Context: an optimization exercise on an open-source flow, tuned for small area, a short achievable clock period and few clock cycles. The choices shown serve that exercise and are no tape-out recipe.
Where RTL was checked, it was by simulation tests only, not by an equivalence proof against the original.

==> job 1532: inputs <==
// ccb
module ccb (
    input  wire         clk,
    input  wire         rst,
    input  wire         cmd_valid,
    output reg          cmd_ready,
    input  wire [31:0]  cmd_data,
    output reg          rsp_valid,
    output reg  [2:0]   rsp_status,
    output reg  [31:0]  rsp_value,
    input  wire         edge_valid,
    input  wire [31:0]  edge_data,
    input  wire [29:0]  pin_i,
    input  wire [63:0]  time_i,
    output reg          ev_valid,
    output reg          ev_pulse,
    output reg  [2:0]   ev_ch,
    output reg  [15:0]  ev_val,
    output wire [127:0] duty_o,
    output reg  [29:0]  pin_oe,
    output reg  [89:0]  pin_ch,
    output wire         err_o
);
clock: 14.0 ns
lec_check: 0
abc_clock_period_in_ps: 3000
cap_margin: 20
cell_pad_in_sites_detail_placement: 1
cell_pad_in_sites_global_placement: 1
core_margin: 2
core_utilization: 40
slew_margin: 20
standard.sh (not shown) runs the stock make flow with config.mk's settings and CLKGATE_MAP_FILE= SYNTH_SCRIPT=/design/flow/synth_recipe.tcl, a recipe that flattens the netlist after the stock synthesis.
==> flow/flow/run.sh <==
#!/bin/bash
# Standard layout, with timing repair aimed well below the design's period
# and plain buffers (instead of delay cells) on the ports.
set -euo pipefail
bash standard.sh SETUP_SLACK_MARGIN=9 "BUFFER_PORTS_ARGS=-buffer_cell sky130_fd_sc_hd__buf_2" finish > standard_flow.log 2>&1
==> job 4429: changes against job 1532 <==
--- a/flow/design.v
+++ b/flow/design.v
@@ -58,22 +58,17 @@
             u     = {1'b0, b[16:0]} + 18'd100000;
             brw   = a[16:0] < b[16:0];
             lt2   = a[16:0] < u[16:0];
             lo_ok = brw ? (u[17] & lt2) : (u[17] | lt2);
             inwin = lo_ok && (brw ? eq1 : eq0);
         end
     endfunction
     function automatic [7:0] first1(input [7:0] m);
-        integer i;
-        begin
-            first1[0] = m[0];
-            for (i = 1; i < 8; i = i + 1)
-                first1[i] = m[i] && !(|(m & ((8'd1 << i) - 8'd1)));
-        end
+        first1 = m & (~m + 8'd1);
     endfunction
     function automatic [2:0] enc8(input [7:0] oh);
         enc8 = {|oh[7:4], |{oh[7:6], oh[3:2]}, |{oh[7], oh[5], oh[3], oh[1]}};
     endfunction
     function automatic [2:0] hdr_status(input [31:0] w);
         reg [4:0]  op;
         reg [31:0] lm;
         reg        chop;
@@ -110,28 +105,26 @@
     reg  [7:0][63:0]  lt;         
     reg  [1:0]  st;
     reg  [1:0]  left;             
     reg  [4:0]  h_op;
     reg  [2:0]  h_ch;
     reg         h_b;
     reg  [5:0]  h_pin;            
     reg  [2:0]  h_st;             
-    reg  [13:0] hf;               
     reg  [63:0] xq;               
     reg  [7:0]  rawq;             
     reg  [7:0]  rejq;             
     reg  [7:0]  ebq;              
     reg  [7:0]  em;
     reg  [1:0]  emode;
     reg         ehalf;
     reg         rv1;              
     wire accept = cmd_valid && cmd_ready;
-    reg  go_q;                    
-    wire go     = go_q;
+    wire go     = (st == S_EXEC);
     assign err_o = err;
     genvar g;
     generate
         for (g = 0; g < 8; g = g + 1) begin : g_duty
             assign duty_o[16*g +: 16] = {2'b00, dq[g], 2'b00};
         end
     endgenerate
     reg [29:0] pin_oe_d;
@@ -178,30 +171,30 @@
     wire [63:0] pv     = {cmd_data, xq[31:0]};
     reg  [7:0]  c_pvok;
     always @(*) begin : pvchk
         integer c;
         for (c = 0; c < 8; c = c + 1) c_pvok[c] = pv[8*c +: 8] <= 8'd29;
     end
     wire [2:0]  o_st   = (h_st != 3'd0) ? h_st :
                          (h_op == OP_SETPOL && cmd_data[31:8] != 24'd0) ? 3'd2 : 3'd0;
-    wire o_reset   = hf[0];
-    wire o_setled  = hf[1];
-    wire o_setsns  = hf[2];
-    wire o_setpol  = hf[3];
-    wire o_setpoll = hf[4];
-    wire o_stest   = hf[5];
-    wire o_process = hf[6];
-    wire o_edge    = hf[7];
-    wire o_gedge   = hf[8];
-    wire o_drain   = hf[9];
-    wire o_resolve = hf[10];
-    wire o_retgt   = hf[11];
-    wire o_tick    = hf[12];
-    wire o_poll    = hf[13];
+    wire o_reset   = h_op == OP_RESET;
+    wire o_setled  = h_op == OP_SETLED;
+    wire o_setsns  = h_op == OP_SETSNS;
+    wire o_setpol  = h_op == OP_SETPOL;
+    wire o_setpoll = h_op == OP_SETPOLL;
+    wire o_stest   = h_op == OP_STEST;
+    wire o_process = h_op == OP_PROCESS;
+    wire o_edge    = h_op == OP_EDGE;
+    wire o_gedge   = h_op == OP_GEDGE;
+    wire o_drain   = h_op == OP_DRAIN;
+    wire o_resolve = h_op == OP_RESOLVE;
+    wire o_retgt   = h_op == OP_RETARGET;
+    wire o_tick    = h_op == OP_TICK;
+    wire o_poll    = h_op == OP_POLL;
     reg  [7:0] pv_ok;
     always @(*) begin : pvchk2
         integer c;
         for (c = 0; c < 8; c = c + 1) pv_ok[c] = xq[8*c +: 8] <= 8'd29;
     end
     wire allv = &pv_ok;
     reg  [7:0] chg_led, chg_sns;
     always @(*) begin : chgs
@@ -216,38 +209,32 @@
         integer c;
         for (c = 0; c < 8; c = c + 1)
             sns_eff[c] = (go && o_reset) ? 5'd2 + c[4:0] :
                          (go && o_setsns && chg_sns[c]) ? xq[8*c +: 5] : sns[c];
     end
     wire [7:0] selc = 8'd1 << h_ch;
     wire [7:0] m    = pend_in;        
     reg  [7:0] raw, lg, enr, acc, rtc, tnew, tick, fnew, updlr;
-    reg  [7:0][4:0] cnext, cup, cdn;
-    always @(*) begin : steps
-        integer c;
-        for (c = 0; c < 8; c = c + 1) begin
-            cup[c] = (cur[c] >= 5'd23) ? 5'd25 : cur[c] + 5'd2;
-            cdn[c] = (cur[c] <= 5'd2)  ? 5'd0  : cur[c] - 5'd2;
-        end
-    end
+    reg  [7:0][4:0] cnext;
     always @(*) begin : perch
         integer c;
         for (c = 0; c < 8; c = c + 1) begin
             raw[c]  = o_process ? rawq[c] : h_b;
             lg[c]   = raw[c] ^ al[c];
             enr[c]  = o_process ? (m[c] || (poll_en && (raw[c] != lraw[c])))
                                 : selc[c] && (o_resolve || (o_poll && (h_b != lraw[c])));
             acc[c]  = go && enr[c] && !rejq[c] && (lg[c] != door[c]);
             updlr[c] = go && (o_process ? poll_en : (o_poll && selc[c]));
             rtc[c]  = (acc[c] && (o_process || o_poll) && (lg[c] != tgt[c])) ||
                       (go && o_retgt && selc[c] && (h_b != tgt[c]));
             tnew[c] = tgt[c] ^ rtc[c];
             tick[c] = go && (o_process || (o_tick && selc[c])) && (fad[c] || rtc[c]);
-            cnext[c] = ({5{tnew[c]}}  & cup[c]) | ({5{!tnew[c]}} & cdn[c]);
+            cnext[c] = tnew[c] ? ((cur[c] >= 5'd23) ? 5'd25 : cur[c] + 5'd2)
+                               : ((cur[c] <= 5'd2)  ? 5'd0  : cur[c] - 5'd2);
             fnew[c] = tnew[c] ? (cnext[c] != 5'd25) : (cnext[c] != 5'd0);
         end
     end
     wire [7:0] res_oh = selc & acc;
     wire       res_any = |res_oh;
     wire       res_lg  = |(res_oh & lg);
     wire [7:0] tfirst = first1(tick);
     reg  [4:0] tval;
@@ -295,41 +282,42 @@
             if (acc[c]) lt[c] <= xq;
         if (st == S_IDLE) begin
             xq <= time_i;
         end else if (st == S_OPS && accept) begin
             if (left == 2'd2) xq[31:0]  <= cmd_data;
             else              xq[63:32] <= cmd_data;
         end
         if (rst) begin
-            go_q      <= 1'b0;
             st        <= S_IDLE;
             cmd_ready <= 1'b1;
             rsp_valid <= 1'b0;
+            rsp_status <= 3'd0;
+            rsp_value <= 32'd0;
+            left      <= 2'd0;
+            em        <= 8'd0;
+            emode     <= M_CUR;
+            ehalf     <= 1'b0;
+            rv1       <= 1'b0;
+            h_op <= 5'd0; h_ch <= 3'd0; h_b <= 1'b0; h_pin <= 6'd0; h_st <= 3'd0;
             pending <= 8'd0;
             poll_en <= 1'b0;
             err     <= 1'b0;
             for (c = 0; c < 8; c = c + 1) begin
                 led[c] <= 5'd10 + c[4:0];
                 sns[c] <= 5'd2 + c[4:0];
                 cur[c] <= 5'd0;
             end
             al <= 8'hFF; tgt <= 8'd0; fad <= 8'd0; door <= 8'd0;
             tsv <= 8'd0; lraw <= 8'hFF;
         end else begin
             rsp_valid <= 1'b0;
-            go_q      <= 1'b0;
             pending <= pend_in;
             if (c_hdr) begin
                 h_op  <= c_op;
-                hf    <= {c_op == OP_POLL, c_op == OP_TICK, c_op == OP_RETARGET,
-                          c_op == OP_RESOLVE, c_op == OP_DRAIN, c_op == OP_GEDGE,
-                          c_op == OP_EDGE, c_op == OP_PROCESS, c_op == OP_STEST,
-                          c_op == OP_SETPOLL, c_op == OP_SETPOL, c_op == OP_SETSNS,
-                          c_op == OP_SETLED, c_op == OP_RESET};
                 h_ch  <= cmd_data[24:22];
                 h_b   <= cmd_data[21];
                 h_pin <= {cmd_data[15:13] == 3'd0, cmd_data[12:8]};
                 h_st  <= c_st;
                 left  <= c_nops;
                 if (c_st != 3'd1 && c_nops != 2'd0) begin
                     st <= S_OPS;
                 end else if (c_st != 3'd0) begin
@@ -341,39 +329,39 @@
                     OP_ISINIT: begin
                         rsp_valid <= 1'b1; rsp_value <= 32'd1;
                     end
                     OP_GETPOLL: begin
                         rsp_valid <= 1'b1; rsp_value <= {31'd0, poll_en};
                     end
                     OP_SETPOLL, OP_EDGE, OP_GEDGE, OP_RETARGET: begin
                         rsp_valid <= 1'b1; rsp_value <= 32'd0;
-                        st <= S_EXEC; go_q <= 1'b1; cmd_ready <= 1'b0;
+                        st <= S_EXEC; cmd_ready <= 1'b0;
                     end
                     OP_DRAIN: begin
                         rsp_valid <= 1'b1;
                         rsp_value <= {24'd0, pend_in | edge_bits(edge_valid, edge_data, sns)};
-                        st <= S_EXEC; go_q <= 1'b1; cmd_ready <= 1'b0;
+                        st <= S_EXEC; cmd_ready <= 1'b0;
                     end
                     default: begin
-                        st <= S_EXEC; go_q <= 1'b1; cmd_ready <= 1'b0;
+                        st <= S_EXEC; cmd_ready <= 1'b0;
                     end
                     endcase
                 end
             end
             if (st == S_OPS && accept) begin
                 left <= left - 2'd1;
                 if (left == 2'd1) begin
                     rsp_status <= o_st;
                     rsp_value  <= 32'd0;
                     if (o_st != 3'd0) begin
                         rsp_valid <= 1'b1; err <= 1'b1;
                         st <= S_IDLE;
                     end else begin
-                        st <= S_EXEC; go_q <= 1'b1; cmd_ready <= 1'b0;
+                        st <= S_EXEC; cmd_ready <= 1'b0;
                         if (h_op == OP_SETPOL) begin
                             rsp_valid <= 1'b1;
                         end else if (h_op == OP_SETSNS) begin
                             rsp_valid <= 1'b1; rsp_value <= {31'd0, &c_pvok};
                         end
                     end
                 end
             end
==> flow/flow/run.sh (replaced) <==
#!/bin/bash
# Standard layout, with timing repair aimed well below the design's period.
set -euo pipefail
bash standard.sh SETUP_SLACK_MARGIN=10 finish > standard_flow.log 2>&1
CORE_UTILIZATION = 55   (was 40)
==> job 4066: changes against job 1532 <==
--- a/flow/design.v
+++ b/flow/design.v
@@ -41,30 +41,30 @@
             5'd16: dec125 = 12'd2000; 5'd17: dec125 = 12'd2125;
             5'd18: dec125 = 12'd2250; 5'd19: dec125 = 12'd2375;
             5'd20: dec125 = 12'd2500; 5'd21: dec125 = 12'd2625;
             5'd22: dec125 = 12'd2750; 5'd23: dec125 = 12'd2875;
             5'd24: dec125 = 12'd3000; 5'd25: dec125 = 12'd3125;
             default: dec125 = 12'bx;
         endcase
     endfunction
-    function automatic inwin(input [63:0] a, input [63:0] b);
+    function automatic [3:0] inwin(input [63:0] a, input [63:0] b);
         reg [46:0] x, g;
         reg [17:0] u;
         reg        brw, lt2, lo_ok, eq0, eq1;
         begin
             x   = a[63:17] ^ b[63:17];
             g   = {b[62:17] & ~a[62:17], 1'b1};
             eq0 = ~|x;
             eq1 = ~|(x ^ g);
             u     = {1'b0, b[16:0]} + 18'd100000;
             brw   = a[16:0] < b[16:0];
             lt2   = a[16:0] < u[16:0];
             lo_ok = brw ? (u[17] & lt2) : (u[17] | lt2);
-            inwin = lo_ok && (brw ? eq1 : eq0);
+            inwin = {eq0, eq1, brw, lo_ok};
         end
     endfunction
     function automatic [7:0] first1(input [7:0] m);
         integer i;
         begin
             first1[0] = m[0];
             for (i = 1; i < 8; i = i + 1)
                 first1[i] = m[i] && !(|(m & ((8'd1 << i) - 8'd1)));
@@ -113,17 +113,23 @@
     reg  [4:0]  h_op;
     reg  [2:0]  h_ch;
     reg         h_b;
     reg  [5:0]  h_pin;            
     reg  [2:0]  h_st;             
     reg  [13:0] hf;               
     reg  [63:0] xq;               
     reg  [7:0]  rawq;             
-    reg  [7:0]  rejq;             
+    reg  [7:0][3:0] winq;         
+    reg  [7:0]  plq;              
+    reg         pmq;              
+    reg         rtenq;            
+    reg  [7:0]  rtfq;             
+    reg  [7:0]  tgq;              
+    reg  [7:0]  updq;             
     reg  [7:0]  ebq;              
     reg  [7:0]  em;
     reg  [1:0]  emode;
     reg         ehalf;
     reg         rv1;              
     wire accept = cmd_valid && cmd_ready;
     reg  go_q;                    
     wire go     = go_q;
@@ -178,36 +184,41 @@
     wire [63:0] pv     = {cmd_data, xq[31:0]};
     reg  [7:0]  c_pvok;
     always @(*) begin : pvchk
         integer c;
         for (c = 0; c < 8; c = c + 1) c_pvok[c] = pv[8*c +: 8] <= 8'd29;
     end
     wire [2:0]  o_st   = (h_st != 3'd0) ? h_st :
                          (h_op == OP_SETPOL && cmd_data[31:8] != 24'd0) ? 3'd2 : 3'd0;
+    wire        l1        = !rst && c_hdr && c_st == 3'd0;
+    wire        l2        = !rst && c_last && o_st == 3'd0;
+    wire        l_process = l1 && c_op == OP_PROCESS;
+    wire        l_tick    = l1 && c_op == OP_TICK;
+    wire        l_retgt   = l1 && c_op == OP_RETARGET;
+    wire        l_resolve = l2 && h_op == OP_RESOLVE;
+    wire        l_poll    = l2 && h_op == OP_POLL;
+    wire [2:0]  l_ch      = (st == S_OPS) ? h_ch : cmd_data[24:22];
+    wire        l_b       = (st == S_OPS) ? h_b  : cmd_data[21];
+    wire [7:0]  l_sel     = 8'd1 << l_ch;
     wire o_reset   = hf[0];
     wire o_setled  = hf[1];
     wire o_setsns  = hf[2];
     wire o_setpol  = hf[3];
     wire o_setpoll = hf[4];
     wire o_stest   = hf[5];
     wire o_process = hf[6];
     wire o_edge    = hf[7];
     wire o_gedge   = hf[8];
     wire o_drain   = hf[9];
     wire o_resolve = hf[10];
     wire o_retgt   = hf[11];
     wire o_tick    = hf[12];
     wire o_poll    = hf[13];
-    reg  [7:0] pv_ok;
-    always @(*) begin : pvchk2
-        integer c;
-        for (c = 0; c < 8; c = c + 1) pv_ok[c] = xq[8*c +: 8] <= 8'd29;
-    end
-    wire allv = &pv_ok;
+    reg  allv;                    
     reg  [7:0] chg_led, chg_sns;
     always @(*) begin : chgs
         integer c;
         for (c = 0; c < 8; c = c + 1) begin
             chg_led[c] = allv && (xq[8*c +: 5] != led[c]);
             chg_sns[c] = allv && (xq[8*c +: 5] != sns[c]);
         end
     end
@@ -215,38 +226,35 @@
     always @(*) begin : snse
         integer c;
         for (c = 0; c < 8; c = c + 1)
             sns_eff[c] = (go && o_reset) ? 5'd2 + c[4:0] :
                          (go && o_setsns && chg_sns[c]) ? xq[8*c +: 5] : sns[c];
     end
     wire [7:0] selc = 8'd1 << h_ch;
     wire [7:0] m    = pend_in;        
-    reg  [7:0] raw, lg, enr, acc, rtc, tnew, tick, fnew, updlr;
+    reg  [7:0] lg, rej, enr, acc, rtc, tnew, tick, fnew;
     reg  [7:0][4:0] cnext, cup, cdn;
     always @(*) begin : steps
         integer c;
         for (c = 0; c < 8; c = c + 1) begin
             cup[c] = (cur[c] >= 5'd23) ? 5'd25 : cur[c] + 5'd2;
             cdn[c] = (cur[c] <= 5'd2)  ? 5'd0  : cur[c] - 5'd2;
         end
     end
     always @(*) begin : perch
         integer c;
         for (c = 0; c < 8; c = c + 1) begin
-            raw[c]  = o_process ? rawq[c] : h_b;
-            lg[c]   = raw[c] ^ al[c];
-            enr[c]  = o_process ? (m[c] || (poll_en && (raw[c] != lraw[c])))
-                                : selc[c] && (o_resolve || (o_poll && (h_b != lraw[c])));
-            acc[c]  = go && enr[c] && !rejq[c] && (lg[c] != door[c]);
-            updlr[c] = go && (o_process ? poll_en : (o_poll && selc[c]));
-            rtc[c]  = (acc[c] && (o_process || o_poll) && (lg[c] != tgt[c])) ||
-                      (go && o_retgt && selc[c] && (h_b != tgt[c]));
+            lg[c]   = rawq[c] ^ al[c];
+            rej[c]  = winq[c][0] && (winq[c][1] ? winq[c][2] : winq[c][3]);
+            enr[c]  = (pmq && m[c]) || plq[c];
+            acc[c]  = enr[c] && !rej[c] && (lg[c] != door[c]);
+            rtc[c]  = (acc[c] && rtenq && (lg[c] != tgt[c])) || rtfq[c];
             tnew[c] = tgt[c] ^ rtc[c];
-            tick[c] = go && (o_process || (o_tick && selc[c])) && (fad[c] || rtc[c]);
+            tick[c] = tgq[c] && (fad[c] || rtc[c]);
             cnext[c] = ({5{tnew[c]}}  & cup[c]) | ({5{!tnew[c]}} & cdn[c]);
             fnew[c] = tnew[c] ? (cnext[c] != 5'd25) : (cnext[c] != 5'd0);
         end
     end
     wire [7:0] res_oh = selc & acc;
     wire       res_any = |res_oh;
     wire       res_lg  = |(res_oh & lg);
     wire [7:0] tfirst = first1(tick);
@@ -282,19 +290,26 @@
         for (c = 0; c < 8; c = c + 1)
             if (rst)         dq[c] <= 12'd0;
             else if (dwr[c]) dq[c] <= ev_nval;
     end
     wire [63:0] now_in = (st == S_OPS) ? pv : time_i;
     integer c;
     always @(posedge clk) begin
         for (c = 0; c < 8; c = c + 1) begin
-            rawq[c] <= pin_i[sns[c]];
-            rejq[c] <= tsv[c] && inwin(now_in, lt[c]);
+            rawq[c] <= (st == S_OPS) ? h_b : pin_i[sns[c]];
+            winq[c] <= inwin(now_in, lt[c]) & {3'b111, tsv[c]};
+            plq[c]  <= l_process ? (poll_en && (pin_i[sns[c]] != lraw[c])) :
+                       (l_resolve && l_sel[c]) || (l_poll && l_sel[c] && (h_b != lraw[c]));
+            rtfq[c] <= l_retgt && l_sel[c] && (l_b != tgt[c]);
+            tgq[c]  <= l_process || (l_tick && l_sel[c]);
+            updq[c] <= l_process ? poll_en : (l_poll && l_sel[c]);
         end
+        pmq   <= l_process;
+        rtenq <= l_process || l_poll;
         ebq <= rst ? 8'd0 : edge_bits(edge_valid, edge_data, sns_eff);
         for (c = 0; c < 8; c = c + 1)
             if (acc[c]) lt[c] <= xq;
         if (st == S_IDLE) begin
             xq <= time_i;
         end else if (st == S_OPS && accept) begin
             if (left == 2'd2) xq[31:0]  <= cmd_data;
             else              xq[63:32] <= cmd_data;
@@ -345,27 +360,28 @@
                         rsp_valid <= 1'b1; rsp_value <= {31'd0, poll_en};
                     end
                     OP_SETPOLL, OP_EDGE, OP_GEDGE, OP_RETARGET: begin
                         rsp_valid <= 1'b1; rsp_value <= 32'd0;
                         st <= S_EXEC; go_q <= 1'b1; cmd_ready <= 1'b0;
                     end
                     OP_DRAIN: begin
                         rsp_valid <= 1'b1;
-                        rsp_value <= {24'd0, pend_in | edge_bits(edge_valid, edge_data, sns)};
+                        rsp_value <= {24'd0, pend_in | edge_bits(edge_valid, edge_data, sns_eff)};
                         st <= S_EXEC; go_q <= 1'b1; cmd_ready <= 1'b0;
                     end
                     default: begin
                         st <= S_EXEC; go_q <= 1'b1; cmd_ready <= 1'b0;
                     end
                     endcase
                 end
             end
             if (st == S_OPS && accept) begin
                 left <= left - 2'd1;
+                allv <= &c_pvok;
                 if (left == 2'd1) begin
                     rsp_status <= o_st;
                     rsp_value  <= 32'd0;
                     if (o_st != 3'd0) begin
                         rsp_valid <= 1'b1; err <= 1'b1;
                         st <= S_IDLE;
                     end else begin
                         st <= S_EXEC; go_q <= 1'b1; cmd_ready <= 1'b0;
@@ -425,17 +441,17 @@
                 OP_EDGE:  pending <= pend_in | selc;
                 OP_GEDGE: pending <= pend_in | gmask({~h_pin[5], 2'b00, h_pin[4:0]}, sns);
                 OP_DRAIN, OP_PROCESS: pending <= 8'd0;
                 OP_RESOLVE, OP_POLL:
                     rsp_value <= {30'd0, res_any, res_lg};
                 default: ;
                 endcase
                 for (c = 0; c < 8; c = c + 1) begin
-                    if (updlr[c]) lraw[c] <= raw[c];
+                    if (updq[c]) lraw[c] <= rawq[c];
                     if (acc[c]) begin
                         tsv[c]  <= 1'b1;
                         door[c] <= lg[c];
                     end
                     if (rtc[c]) tgt[c] <= tnew[c];
                     if (tick[c]) begin
                         cur[c] <= cnext[c];
                         fad[c] <= fnew[c];
==> flow/flow/run.sh (replaced) <==
#!/bin/bash
# Standard layout, with timing repair aimed well below the design's period
# and plain buffers (instead of delay cells) on the ports.
set -euo pipefail
bash standard.sh SETUP_SLACK_MARGIN=9.6 "BUFFER_PORTS_ARGS=-buffer_cell sky130_fd_sc_hd__buf_2" finish > standard_flow.log 2>&1
CTS_BUF_LIST = sky130_fd_sc_hd__clkbuf_8   (was default)
==> impl_metrics.yaml <==
run_status:
  status: "complete, no violations"
die:
  rows: 151
grt:
  track_usage_pct: 35.6
sta:
  setup_viol: 0
  rsz0062_at_grt: "true"
worst_setup_path:
  crit_fanout: 8
# the run above: job 1532

==> impl_metrics.yaml <==
route:
  wirelength_met1_um: 132000
worst_setup_path:
  crit_fanout: 2
die:
  rows: 152
run_status:
  status: "complete, no violations"
final_layout:
  drive_gt1_share_pct: 19.1
grt:
  track_usage_pct: 35.6
sta:
  setup_viol: 0
# the run above: job 4066

==> impl_metrics.yaml <==
run_status:
  lastStage: "5_1_grt"
  tool.error: "[ERROR GRT-0232] Routing congestion too high. Check the congestion heatmap in the GUI."
  status: "did not finish"
die:
  rows: 128
# the run above: job 4429

Testbench counts of job 4429, summed over its fixed seeds: cycles 30,149.
Testbench counts of job 4066, summed over its fixed seeds: cycles 30,149.
The RTL of job 1532 was laid out without a check of its function.

port drivers added, routing unchanged:
The flow's constraints put no driver on any port. The routed layouts listed below were extracted and timed again, unchanged, in two steps. Step 1 assumes that a clkbuf_16 drives the clock port and a buf_2 every other input. Step 2 times the ports against the registers' clock, not the clock port: input delays grow and output delays shrink by t, the midpoint of the rising clock arrivals with the driver on. Three values: ideal, step 1, step 2; two values: the first two.
run | shift t [ns] | setup WS [ns] | clock arrival spread, ns | worst register clock-pin slew, ns
job 1532 | 0.914 | 9.008 / 9.015 / 8.100 | 0.050 / 0.051 | 0.06 / 0.06
job 4066 | 1.082 | 9.488 / 9.392 / 8.534 | 0.079 / 0.079 | 0.07 / 0.07
After both steps setup and hold are still met in every run listed. For job 4066, which loses most, drivers alone change the setup slack by -0.096 ns; drivers and shift together by -0.954 ns.
